What follows belongs to an exercise in optimizing a design on an open flow for small area; a production flow would make more cautious choices. Function was checked by simulation only, so behaviour that the tests miss may differ from the original. Power and IR drop assume default switching activity.

## isa_core
module isa_core (
    input  wire         clk,
    input  wire         rst,
    output wire         mem_req,
    output wire         mem_we,
    output wire [15:0]  mem_addr,
    output wire [15:0]  mem_wdata,
    input  wire [15:0]  mem_rdata,
    input  wire         mem_ready,
    input  wire         bp_we,
    input  wire [1:0]   bp_idx,
    input  wire         bp_valid,
    input  wire [17:0]  bp_addr,
    output wire         halted,
    output wire         bp_hit,
    output wire [17:0]  pc,
    output wire         flag_z,
    output wire         flag_n,
    output wire         flag_c,
    output wire [31:0]  icount,
    output wire [127:0] regs
);
    localparam [2:0] S_F   = 3'd0,
                     S_M   = 3'd1,
                     S_H   = 3'd2,
                     S_CLR = 3'd3,
                     S_E   = 3'd4,
                     S_EF  = 3'd5,
                     S_W   = 3'd6,
                     S_WS  = 3'd7;
    reg [2:0]  state;
    reg [3:0]  cnt;
    reg [15:0] ir;
    reg [15:0] ar;
    reg [15:0] pc_lo;
    reg        pc16;
    reg [31:0] ic;
    reg        z_r, n_r, c_r;
    reg        cy, pcy, icy;
    reg [15:0] rf [0:7];
    reg [16:0] bp_a [0:3];
    wire [16:0] pc_r = {pc16, pc_lo};
    wire        bp_ok = bp_valid && (bp_addr[17] == (bp_addr[16] && bp_addr[15]));
    wire [16:0] bp_w  = bp_ok ? bp_addr[16:0] : {3'b101, bp_addr[13:0]};
    integer b;
    always @(posedge clk) begin
        for (b = 0; b < 4; b = b + 1) begin
            if (bp_we) begin
                if (bp_idx == b[1:0])
                    bp_a[b] <= bp_w;
            end else if (rst) begin
                bp_a[b][16:14] <= 3'b101;
            end
        end
    end
    wire bp_match = (bp_a[0] == pc_r) || (bp_a[1] == pc_r) ||
                    (bp_a[2] == pc_r) || (bp_a[3] == pc_r);
    wire pc_ok    = !pc16 && (pc_lo != 16'hFFFF);
    wire st_clr = (state == S_CLR);
    wire st_f   = (state == S_F);
    wire st_e   = state[2] && !state[1];
    wire st_m   = (state == S_M);
    wire st_w   = state[2] && state[1];
    wire halted_r = (state == S_H);
    wire [3:0] op  = (state == S_EF) ? 4'h0 : ir[15:12];
    wire [2:0] rd  = ir[11:9];
    wire [2:0] rs1 = ir[8:6];
    wire [2:0] rs2 = ir[5:3];
    wire is_add  = (op == 4'h1);
    wire is_sub  = (op == 4'h2);
    wire is_and  = (op == 4'h3);
  ...
Settings: LEC_CHECK=0, CAP_MARGIN=20, CORE_MARGIN=2, CORE_UTILIZATION=65, SLEW_MARGIN=20; clock period 10.0 ns.
standard.sh (not shown) runs the stock make flow with config.mk's settings and CLKGATE_MAP_FILE= SYNTH_SCRIPT=/design/flow/synth_recipe.tcl, a recipe that flattens the netlist after the stock synthesis.
==> flow/flow/run.sh <==
#!/bin/bash
set -euo pipefail
here=$(pwd)
bash standard.sh \
  REMOVE_ABC_BUFFERS=1 \
  "POST_FLOORPLAN_TCL=$here/flow/downsize.tcl" \
  'BUFFER_PORTS_ARGS=-buffer_cell sky130_fd_sc_hd__buf_1' \
  'CTS_ARGS=-sink_clustering_enable -repair_clock_nets -buf_list sky130_fd_sc_hd__clkbuf_4 -dont_use_dummy_load -sink_clustering_size 10 -sink_clustering_max_diameter 60' \
  finish > flow.log 2>&1
==> flow/flow/downsize.tcl <==
# POST_FLOORPLAN hook: size each combinational cell down to the smallest
# drive strength of its family. The resize step's repair_design sizes cells
# up again where slew or capacitance need it; timing has ample slack.
set db [ord::get_db]
set n 0
foreach inst [[ord::get_db_block] getInsts] {
  set m [[$inst getMaster] getName]
  if {![regexp {^(sky130_fd_sc_hd__[a-z0-9]+)_([0-9]+)$} $m -> base drv]} { continue }
  if {[regexp {df|dl|clkbuf|clkinv|tap|conb|fill|decap|probe} $base]} { continue }
  set w [[$inst getMaster] getWidth]
  foreach s {0 1} {
    set cand ${base}_$s
    if {$cand eq $m} { break }
    set cm [$db findMaster $cand]
    if {$cm ne "NULL" && $cm ne "" && [$cm getWidth] < $w} {
      replace_cell [$inst getName] $cand
      incr n
      break
    }
  }
}
puts "downsize: replaced $n cells"
Edit:
==> flow/flow/run.sh (replaced) <==
#!/bin/bash
set -euo pipefail
bash standard.sh \
  'BUFFER_PORTS_ARGS=-buffer_cell sky130_fd_sc_hd__buf_1' \
  'CTS_ARGS=-sink_clustering_enable -repair_clock_nets -buf_list sky130_fd_sc_hd__clkbuf_4 -dont_use_dummy_load -sink_clustering_size 10 -sink_clustering_max_diameter 60' \
  finish > flow.log 2>&1
removed: flow/flow/downsize.tcl
=>
- power hardly moves
- via count decreases slightly
- core utilization increases by 0.15 points
Edit:
==> flow/flow/run.sh (replaced) <==
#!/bin/bash
set -euo pipefail
here=$(pwd)
bash standard.sh \
  REMOVE_ABC_BUFFERS=1 \
  "POST_FLOORPLAN_TCL=$here/flow/downsize.tcl" \
  'BUFFER_PORTS_ARGS=-buffer_cell sky130_fd_sc_hd__buf_1' \
  'CTS_ARGS=-sink_clustering_enable -repair_clock_nets -buf_list sky130_fd_sc_hd__clkbuf_4 -dont_use_dummy_load -sink_clustering_size 9 -sink_clustering_max_diameter 80' \
  finish > flow.log 2>&1
==> flow/flow/downsize.tcl (new file) <==
# POST_FLOORPLAN hook: size each combinational cell down to the smallest
# drive strength of its family. The resize step's repair_design sizes cells
# up again where slew or capacitance need it; timing has ample slack.
set db [ord::get_db]
set n 0
foreach inst [[ord::get_db_block] getInsts] {
  set m [[$inst getMaster] getName]
  if {![regexp {^(sky130_fd_sc_hd__[a-z0-9]+)_([0-9]+)$} $m -> base drv]} { continue }
  if {[regexp {df|dl|clkbuf|clkinv|tap|conb|fill|decap|probe} $base]} { continue }
  set w [[$inst getMaster] getWidth]
  foreach s {0 1} {
    set cand ${base}_$s
    if {$cand eq $m} { break }
    set cm [$db findMaster $cand]
    if {$cm ne "NULL" && $cm ne "" && [$cm getWidth] < $w} {
      replace_cell [$inst getName] $cand
      incr n
      break
    }
  }
}
puts "downsize: replaced $n cells"
Settings changed: CORE_UTILIZATION 65 to 78.
What happened:
- setup slack gets worse by 0.36 ns
- routed wire length climbs by 1.3%
- sequential power is about the same
- clock power climbs by 4.7%
- flip-flop and latch count does not change
- clock skew drops by 0.0073 ns
Edit:
Settings changed: CORE_UTILIZATION 78 to 65.
What happened:
- first-iteration DRC count came out lower by a quarter to a third
- worst setup slack improves by 0.17 ns
- wire length falls by a few percent
- worst hold slack degrades by 0.013 ns
- global-route usage came out lower by 7.1 points
- design area is higher slightly

[separate check: timing with driven ports]
The flow's constraints put no driver on any port. The routed layouts listed below were extracted and timed again, unchanged, in two steps. Step 1 (the two cells are an assumption about what drives the block):
set clk [get_ports {clk}]
set_driving_cell -lib_cell sky130_fd_sc_hd__clkbuf_16 $clk
set_driving_cell -lib_cell sky130_fd_sc_hd__buf_2 [delete_from_list [all_inputs] $clk]
Step 2 moves the port delays by t, midway between the first and last clock arrival at a register: inputs arrive t later, outputs are due t later. That takes back most of the time a late clock gives input paths. Slacks: ideal ports / drivers / drivers and shift; pairs: ideal ports / drivers.
| run | t (ns) | slack for setup (ns) | worst setup path at the end | slew at the worst register clock pin (ns) | worst slew at a driven data input, ns |
|---|---|---|---|---|---|
| the first run | 0.649 | 5.166 / 5.166 / 5.166 | register to register | 0.11 / 0.11 | 0.05 |
| the second run | 0.657 | 5.377 / 5.341 / 5.467 | register to register | 0.12 / 0.12 | 0.05 |
| the third run | 0.653 | 5.014 / 4.972 / 5.180 | register to register | 0.11 / 0.11 | 0.05 |
| the fourth run | 0.639 | 5.182 / 5.182 / 5.182 | register to register | 0.10 / 0.10 | 0.06 |
After both steps setup and hold are still met in every run listed.
